This design comes from an exercise in tuning for a short achievable clock period and few clock cycles per item on the open sky130 flow, not from production work. RTL that was checked went through simulation tests only; none was proved equivalent to the original.

==> v5: inputs <==
==> flow/design.v <==
module remimo_core (
    input  wire        clk,
    input  wire        rst,         
    output wire        mem_req,
    output wire        mem_we,
    output wire [15:0] mem_addr,
    output wire [15:0] mem_wdata,
    input  wire        mem_ready,
    input  wire [15:0] mem_rdata,
    output wire        halted,
    output wire [1:0]  cause,       
    output wire [15:0] pc,
    output wire [15:0] r0,
    output wire [15:0] r1,
    output wire [15:0] r2,
    output wire [15:0] r3,
    output wire [3:0]  flags        
);
    localparam CAUSE_PC  = 2'd1;
    localparam CAUSE_OP  = 2'd2;
    localparam CAUSE_EA  = 2'd3;
    reg        halt_q;
    reg [1:0]  cause_q;
    reg [15:0] pc_q;                
    reg [15:0] fpc;                 
    reg        req_q, we_q;         
    reg [15:0] addr_q;
    reg        irv;                 
    reg        ir_pcf;              
    reg [15:0] ir;
    reg [15:0] epc;                 
    reg [15:0] epc1;                
    reg        ptk;                 
    reg [15:0] opa;                 
    reg [15:0] opb;                 
    reg [15:0] opx;                 
    reg [15:0] opm;                 
    reg        c_and, c_or, c_ar, c_sub, c_sh, c_mov, c_mem, c_st;
    reg        c_b, c_bc, c_bad, c_fl, c_cin;
    reg [3:0]  c_we;                
    reg        dph;
    reg        dst;
    reg [3:0]  dwe;                 
    reg [15:0] ea;
    reg [15:0] wd;
    reg [15:0] x0, x1, x2, x3;
    reg        fc, fn, fv, fz;
    localparam BTB_N = 8;
    reg [BTB_N-1:0] bt_v;
    reg [15:0]      bt_tag [0:BTB_N-1];
    reg [15:0]      bt_tgt [0:BTB_N-1];
    function automatic cond_true(input [3:0] c, input f_c, input f_n, input f_v, input f_z);
        case (c)
            4'd0:  cond_true = f_z;
            4'd1:  cond_true = ~f_z;
            4'd2:  cond_true = f_c;
            4'd3:  cond_true = ~f_c;
            4'd4:  cond_true = f_n;
            4'd5:  cond_true = ~f_n;
            4'd6:  cond_true = f_v;
            4'd7:  cond_true = ~f_v;
            4'd8:  cond_true = f_c & ~f_z;
            4'd9:  cond_true = ~f_c | f_z;
            4'd10: cond_true = (f_n == f_v);
            4'd11: cond_true = (f_n != f_v);
            4'd12: cond_true = ~f_z & (f_n == f_v);
            4'd13: cond_true = f_z | (f_n != f_v);
            4'd14: cond_true = 1'b0;
            default: cond_true = 1'b1;
        endcase
    endfunction
    function automatic [16:0] kadd16(input [15:0] a, input [15:0] b, input ci);
        reg [15:0] p, g, gg, pp, ng, np;
        integer i, d;
        begin
            p  = a ^ b;
            g  = a & b;
            gg = g;
            gg[0] = g[0] | (p[0] & ci);
            pp = p;
            for (d = 1; d < 16; d = d * 2) begin
                ng = gg;
                np = pp;
                for (i = d; i < 16; i = i + 1) begin
                    ng[i] = gg[i] | (pp[i] & gg[i-d]);
                    np[i] = pp[i] & pp[i-d];
                end
                gg = ng;
                pp = np;
            end
            kadd16 = {gg[15], p ^ {gg[14:0], ci}};
        end
    endfunction
    function automatic [16:0] kinc16(input [15:0] a);
        reg [15:0] pp, np;
        integer i, d;
        begin
            pp = a;
            for (d = 1; d < 16; d = d * 2) begin
                np = pp;
                for (i = d; i < 16; i = i + 1)
                    np[i] = pp[i] & pp[i-d];
                pp = np;
            end
            kinc16 = {pp[15], a ^ {pp[14:0], 1'b1}};
        end
    endfunction
    wire ex    = irv & ~dph & ~halt_q;
    wire ex_ok = ex & ~ir_pcf;
    wire        cin   = c_sub ^ (c_cin & fc);
    wire [16:0] sum17 = kadd16(opa, opx, cin);
    wire        ar_c  = sum17[16] ^ c_sub;
    wire        ar_v  = (opa[15] == opx[15]) & ((opa[15] != sum17[15]) ^ c_sub);
    wire [3:0] sh_amt = ir[3:0];
    reg [15:0] sh_val;
    always @(*) begin
        if (sh_amt == 4'd0)
            sh_val = opb;
        else if (!ir[6])
            sh_val = opb << sh_amt;
        else if (!ir[5])
            sh_val = opb >> sh_amt;
        else
            sh_val = $unsigned($signed(opb) >>> sh_amt);
        if (ir[7])
            sh_val = ~sh_val;
    end
    wire [15:0] res_o = ({16{c_and}} & (opa & opb))
                      | ({16{c_or}}  & (opa | opb))
                      | ({16{c_sh}}  & sh_val)
                      | ({16{c_mov}} & opm);
    wire [15:0] res   = c_ar ? sum17[15:0] : res_o;
    wire [15:0] z_p    = opa ^ opx;
    wire [15:0] z_k    = opa | opx;
    wire        z_ar   = (z_p == {z_k[14:0], cin});
    wire        z_fast = (c_ar & z_ar) | (c_and & ~|(opa & opb)) | (c_or & ~|(opa | opb));
    wire [3:0] ex_we = c_we & {4{ex_ok}};
    wire       ex_fl = c_fl & ex_ok;
    wire        ex_tk     = c_b | (c_bc & cond_true(ir[11:8], fc, fn, fv, fz));
    wire [16:0] ex_bt     = kadd16(epc1, {{8{ir[7]}}, ir[7:0]}, 1'b0);
    wire [15:0] ex_target = c_bc ? ex_bt[15:0] : {4'd0, ir[11:0]};
    wire        redirect  = ex_ok & (ex_tk != ptk);
    wire [15:0] redir_pc  = ex_tk ? ex_target : epc1;
    wire        ex_mem = ex_ok & c_mem;
    wire [16:0] ea17   = kadd16(opb, {8'd0, ir[7:0]}, 1'b0);
    wire f_pc = ex & ir_pcf;
    wire f_op = ex_ok & c_bad;
    wire f_ea = ex_mem & ea17[16];
    wire ex_fault = f_pc | f_op | f_ea;
    assign mem_req   = req_q;
    assign mem_we    = we_q;
    assign mem_addr  = addr_q;
    assign mem_wdata = wd;
    wire dp_done  = dph & mem_ready;
    wire dp_hit   = dst & irv & ~ir_pcf & (ea == epc);
    wire [15:0] w     = dph ? (dp_hit ? wd : ir) : mem_rdata;
    wire [16:0] fpc1c = kinc16(fpc);
    wire [15:0] fpc1  = fpc1c[15:0];
    wire [3:0]  fw_we  = dph ? dwe : ex_we;
    wire [15:0] fw_val = dph ? mem_rdata : res;
    wire [3:0]  wop   = w[15:12];
    wire [1:0]  wd_r  = w[11:10];
    wire [1:0]  ws_r  = w[9:8];
    wire        wimm  = (wd_r == ws_r);
    wire        w_alu = (wop[3:2] == 2'b00);
    reg [15:0] xd_rd, xs_rd;
    always @(*) begin
        case (wd_r)
            2'd0: xd_rd = fw_we[0] ? fw_val : x0;
            2'd1: xd_rd = fw_we[1] ? fw_val : x1;
            2'd2: xd_rd = fw_we[2] ? fw_val : x2;
            default: xd_rd = fw_we[3] ? fw_val : x3;
        endcase
        case (ws_r)
            2'd0: xs_rd = fw_we[0] ? fw_val : x0;
            2'd1: xs_rd = fw_we[1] ? fw_val : x1;
            2'd2: xs_rd = fw_we[2] ? fw_val : x2;
            default: xs_rd = fw_we[3] ? fw_val : x3;
        endcase
    end
    wire [15:0] w_b   = (w_alu & wimm) ? {9'd0, w[6:0]} : xs_rd;
    wire        w_sub = (wop == 4'd3);
    wire [15:0] w_x   = w_sub ? ~w_b : w_b;
    wire [15:0] w_mr  = w[8] ? {w[7:0], 8'd0} : {8'd0, w[7:0]};
    wire [15:0] w_m   = w[9] ? ~w_mr : w_mr;
    wire        w_wr  = (w_alu & (wimm | ~w[4])) | (wop == 4'd6) | (wop == 4'd7);
    wire [3:0]  w_we  = {4{w_wr}} & (4'b0001 << wd_r);
    wire [15:0] r      = mem_rdata;
    wire        r_b    = (r[15:12] == 4'd8);
    wire        r_bc   = (r[15:12] == 4'd9);
    wire        r_eqne = (r[11:9] == 3'd0);
    wire        r_know = ~ex_fl | r_eqne | (r[11:9] == 3'd7);
    wire        r_cond = ~ex_fl ? cond_true(r[11:8], fc, fn, fv, fz)
                       : r_eqne ? (z_fast ^ r[8]) : r[8];
    wire [2:0]  bt_i   = fpc[2:0];
    wire        bt_hit = bt_v[bt_i] & (bt_tag[bt_i] == fpc);
    wire        r_btb  = r_bc & bt_hit & (~r_know | r_cond);
    wire        r_pred = r_b | r_btb;
    wire if_run  = ~dph & ~halt_q;
    wire if_ok   = if_run & (fpc[15] | mem_ready);
    wire if_keep = if_ok & ~redirect & ~ex_fault;
    wire if_halt = if_keep & ~ex_mem & (fpc[15] | (r[15:12] > 4'd9));
    reg [15:0] fpc_n;
    always @(*) begin
        if (dph)
            fpc_n = dp_hit ? epc1 : fpc;
        else if (redirect)
            fpc_n = redir_pc;
        else if (!if_ok)
            fpc_n = fpc;
        else if (r_b)
            fpc_n = {4'd0, r[11:0]};
        else if (r_btb)
            fpc_n = bt_tgt[bt_i];
        else
            fpc_n = fpc1;
    end
    wire dph_n  = (ex_mem & ~f_ea) | (dph & ~mem_ready);
    wire halt_n = ex_fault | if_halt;
    wire [3:0] x_we = dph ? (dwe & {4{mem_ready}}) : ex_we;
    always @(posedge clk) begin
        if (rst) begin
            x0 <= 16'd0;
            x1 <= 16'd0;
            x2 <= 16'd0;
            x3 <= 16'd0;
        end else begin
            if (x_we[0]) x0 <= fw_val;
            if (x_we[1]) x1 <= fw_val;
            if (x_we[2]) x2 <= fw_val;
            if (x_we[3]) x3 <= fw_val;
        end
    end
    always @(posedge clk) begin
        if (rst) begin
            fc <= 1'b0;
            fn <= 1'b0;
            fv <= 1'b0;
            fz <= 1'b0;
        end else if (ex_fl) begin
            fc <= c_ar & ar_c;
            fn <= res[15];
            fv <= c_ar & ar_v;
            fz <= (res == 16'd0);
        end
    end
    wire [2:0] bu_i = dph ? ea[2:0] : epc[2:0];
    always @(posedge clk) begin
        if (rst) begin
            bt_v <= {BTB_N{1'b0}};
        end else if (!halt_q) begin
            if (dph) begin
                if (dst && bt_tag[bu_i] == ea)
                    bt_v[bu_i] <= 1'b0;
            end else if (ex_ok && c_bc) begin
                bt_v[bu_i] <= ex_tk;
            end
        end
    end
    always @(posedge clk) begin
        if (!dph && ex_ok && c_bc) begin
            bt_tag[bu_i] <= epc;
            bt_tgt[bu_i] <= ex_bt[15:0];
        end
    end
    always @(posedge clk) begin
        ir    <= w;
        opa   <= xd_rd;
        opb   <= w_b;
        opx   <= w_x;
        opm   <= w_m;
        c_and <= (wop == 4'd0);
        c_or  <= (wop == 4'd1);
        c_ar  <= (wop[3:1] == 3'b001);
        c_sub <= w_sub;
        c_sh  <= (wop == 4'd6);
        c_mov <= (wop == 4'd7);
        c_mem <= (wop[3:1] == 3'b010);
        c_st  <= (wop == 4'd5);
        c_b   <= (wop == 4'd8);
        c_bc  <= (wop == 4'd9);
        c_bad <= (wop > 4'd9);
        c_fl  <= w_alu & w[7];
        c_cin <= (wop[3:1] == 3'b001) & ~wimm & w[5];
        c_we  <= w_we;
    end
    always @(posedge clk) begin
        if (rst) begin
            halt_q  <= 1'b0;
            cause_q <= 2'd0;
            pc_q    <= 16'd0;
            fpc     <= 16'd0;
            req_q   <= 1'b1;
            we_q    <= 1'b0;
            addr_q  <= 16'd0;
            irv     <= 1'b0;
            ir_pcf  <= 1'b0;
            epc     <= 16'd0;
            epc1    <= 16'd0;
            ptk     <= 1'b0;
            dph     <= 1'b0;
            dst     <= 1'b0;
            dwe     <= 4'd0;
            ea      <= 16'd0;
            wd      <= 16'd0;
        end else if (!halt_q) begin
            fpc    <= fpc_n;
            dph    <= dph_n;
            halt_q <= halt_n;
            req_q  <= ~halt_n & (dph_n | ~fpc_n[15]);
            we_q   <= ~halt_n & dph_n & (dph ? dst : c_st);
            addr_q <= dph_n ? (dph ? ea : ea17[15:0]) : fpc_n;
            if (dph) begin
                if (dp_hit)
                    ptk <= 1'b0;
            end else begin
                if (ex & (ir_pcf | c_bad | c_mem)) begin
                    cause_q <= ir_pcf ? CAUSE_PC : c_bad ? CAUSE_OP : CAUSE_EA;
                    pc_q    <= epc;
                end else begin
                    cause_q <= fpc[15] ? CAUSE_PC : CAUSE_OP;
                    pc_q    <= fpc;
                end
                if (ex_mem) begin
                    dst <= c_st;
                    dwe <= {4{~c_st}} & (4'b0001 << ir[11:10]);
                    ea  <= ea17[15:0];
                    wd  <= opa;
                end
                irv    <= if_keep;
                ir_pcf <= fpc[15];
                epc    <= fpc;
                epc1   <= fpc1;
                ptk    <= r_pred;
            end
        end
    end
    assign halted = halt_q;
    assign cause  = cause_q;
    assign pc     = pc_q;
    assign r0     = x0;
    assign r1     = x1;
    assign r2     = x2;
    assign r3     = x3;
    assign flags  = {fc, fn, fv, fz};
endmodule
==> flow/run.sh <==
#!/bin/bash
# synth_recipe.tcl (not shown) runs the flow's synth.tcl, then flattens the netlist and writes it again
# the make line also repeats each setting of config.mk as NAME=value (left out here)
make -C /OpenROAD-flow-scripts/flow DESIGN_CONFIG=/design/flow/config.mk WORK_HOME=/design/flow/orfs CLKGATE_MAP_FILE= SYNTH_SCRIPT=/design/flow/synth_recipe.tcl finish
==> flow/config.mk <==
export PLATFORM = sky130hd
export DESIGN_NAME = remimo_core
export DESIGN_NICKNAME = remimo_core
export VERILOG_FILES = /design/flow/design.v
export SDC_FILE = /design/flow/constraint.sdc
export NUM_CORES = 4
export LEC_CHECK = 0
export CAP_MARGIN = 20
export CORE_MARGIN = 2
export CORE_UTILIZATION = 65
export SETUP_SLACK_MARGIN = 5.0
export SLEW_MARGIN = 20
==> flow/constraint.sdc <==
create_clock -name core_clock -period 7.0 [get_ports {clk}]
set_input_delay 1.4000 -clock core_clock [delete_from_list [all_inputs] [get_ports {clk}]]
set_output_delay 1.4000 -clock core_clock [all_outputs]
set_load 0.01 [all_outputs]
==> v14 (differences from v5) <==
--- a/flow/design.v
+++ b/flow/design.v
@@ -253,12 +253,15 @@
                 if (dst && bt_tag[bu_i] == ea)
                     bt_v[bu_i] <= 1'b0;
             end else if (ex_ok && c_bc) begin
-                bt_v[bu_i] <= ex_tk;
+                if (ex_tk)
+                    bt_v[bu_i] <= 1'b1;
+                else if (bt_tag[bu_i] == epc)
+                    bt_v[bu_i] <= 1'b0;
             end
         end
     end
     always @(posedge clk) begin
-        if (!dph && ex_ok && c_bc) begin
+        if (!dph && ex_ok && c_bc && ex_tk) begin
             bt_tag[bu_i] <= epc;
             bt_tgt[bu_i] <= ex_bt[15:0];
         end
- ABC_CLOCK_PERIOD_IN_PS: not set -> 2500
- CORE_UTILIZATION: 65 -> 40
- SETUP_SLACK_MARGIN: 5.0 -> 4.0
==> qor summary <==
Result of the run: v5 did not finish; v14 finished clean
Failing step: v5 global routing; v14 -
Post-synthesis share of cell area spent on full adders, half adders and majority gates: v5 2.53%; v14 2.52%
Initial Utilization: v5 65.4%; v14 40.4%
Chip Height: v5 225 microns; v14 287 microns
Synthesized cell area: v5 31800 sq um; v14 32000 sq um
Worst slack, placed: v5 2470 ps; v14 1910 ps
Xor/xnor cell area share of the yosys netlist: v5 4.24%; v14 4.55%
Horiz. Die Dim: v5 225 microns; v14 287 microns
Multiplexer share of the synthesized area: v5 10.7%; v14 10.7%
Row count: v5 81; v14 103
Placed cell areas: v5 34900 sq um; v14 34400 sq um
Routability congestion estimate: v5 1.06; v14 0.984
Mean cell area of the mapped netlist: v5 9.42 sq um; v14 9.37 sq um
Htree depth: v5 2; v14 3
Proportion of synthesized chip area in sequential cells: v5 43.1%; v14 42.9%
Post-CTS sizing: v5 1490; v14 541
Number of setup buffers added after CTS: v5 425; v14 123
Total nets after synthesis: v5 3459; v14 3493
Clock buffer count from CTS: v5 58; v14 66
Complex-gate fraction of the synthesized area: v5 19.0%; v14 18.3%
Synth Area in Simple Gates: v5 15.7%; v14 16.4%
Testbench counts of v5, summed over its fixed seeds: cycles 120,233, instrs 103,265.
Function not checked in v14: the RTL went through the layout flow alone.

## what the ideal ports hide
In the flow no input, the clock included, has a driving cell. The finished layout below was timed again as built, in two steps.
Step 1: set_driving_cell puts a clkbuf_16 on clk and a buf_2 on each other input, an assumption about the parent block.
Step 2 moves the port delays by t, midway between the first and last clock arrival at a register: inputs arrive t later, outputs are due t later. That takes back most of the time a late clock gives input paths.
a / b / c = ideal ports / drivers / drivers and shift; a / b = the first two.
run: v14
t (ns): 0.693
setup slack, ns: 3.055 / 3.055 / 2.444
hold WS [ns]: 0.455 / 0.455 / 0.455
worst setup path at the end: input to register
worst register clock-pin slew, ns: 0.07 / 0.07
After both steps setup and hold are still met in v14. The setup slack of v14 moves by 0.000 ns with the drivers and by -0.611 ns with both steps.
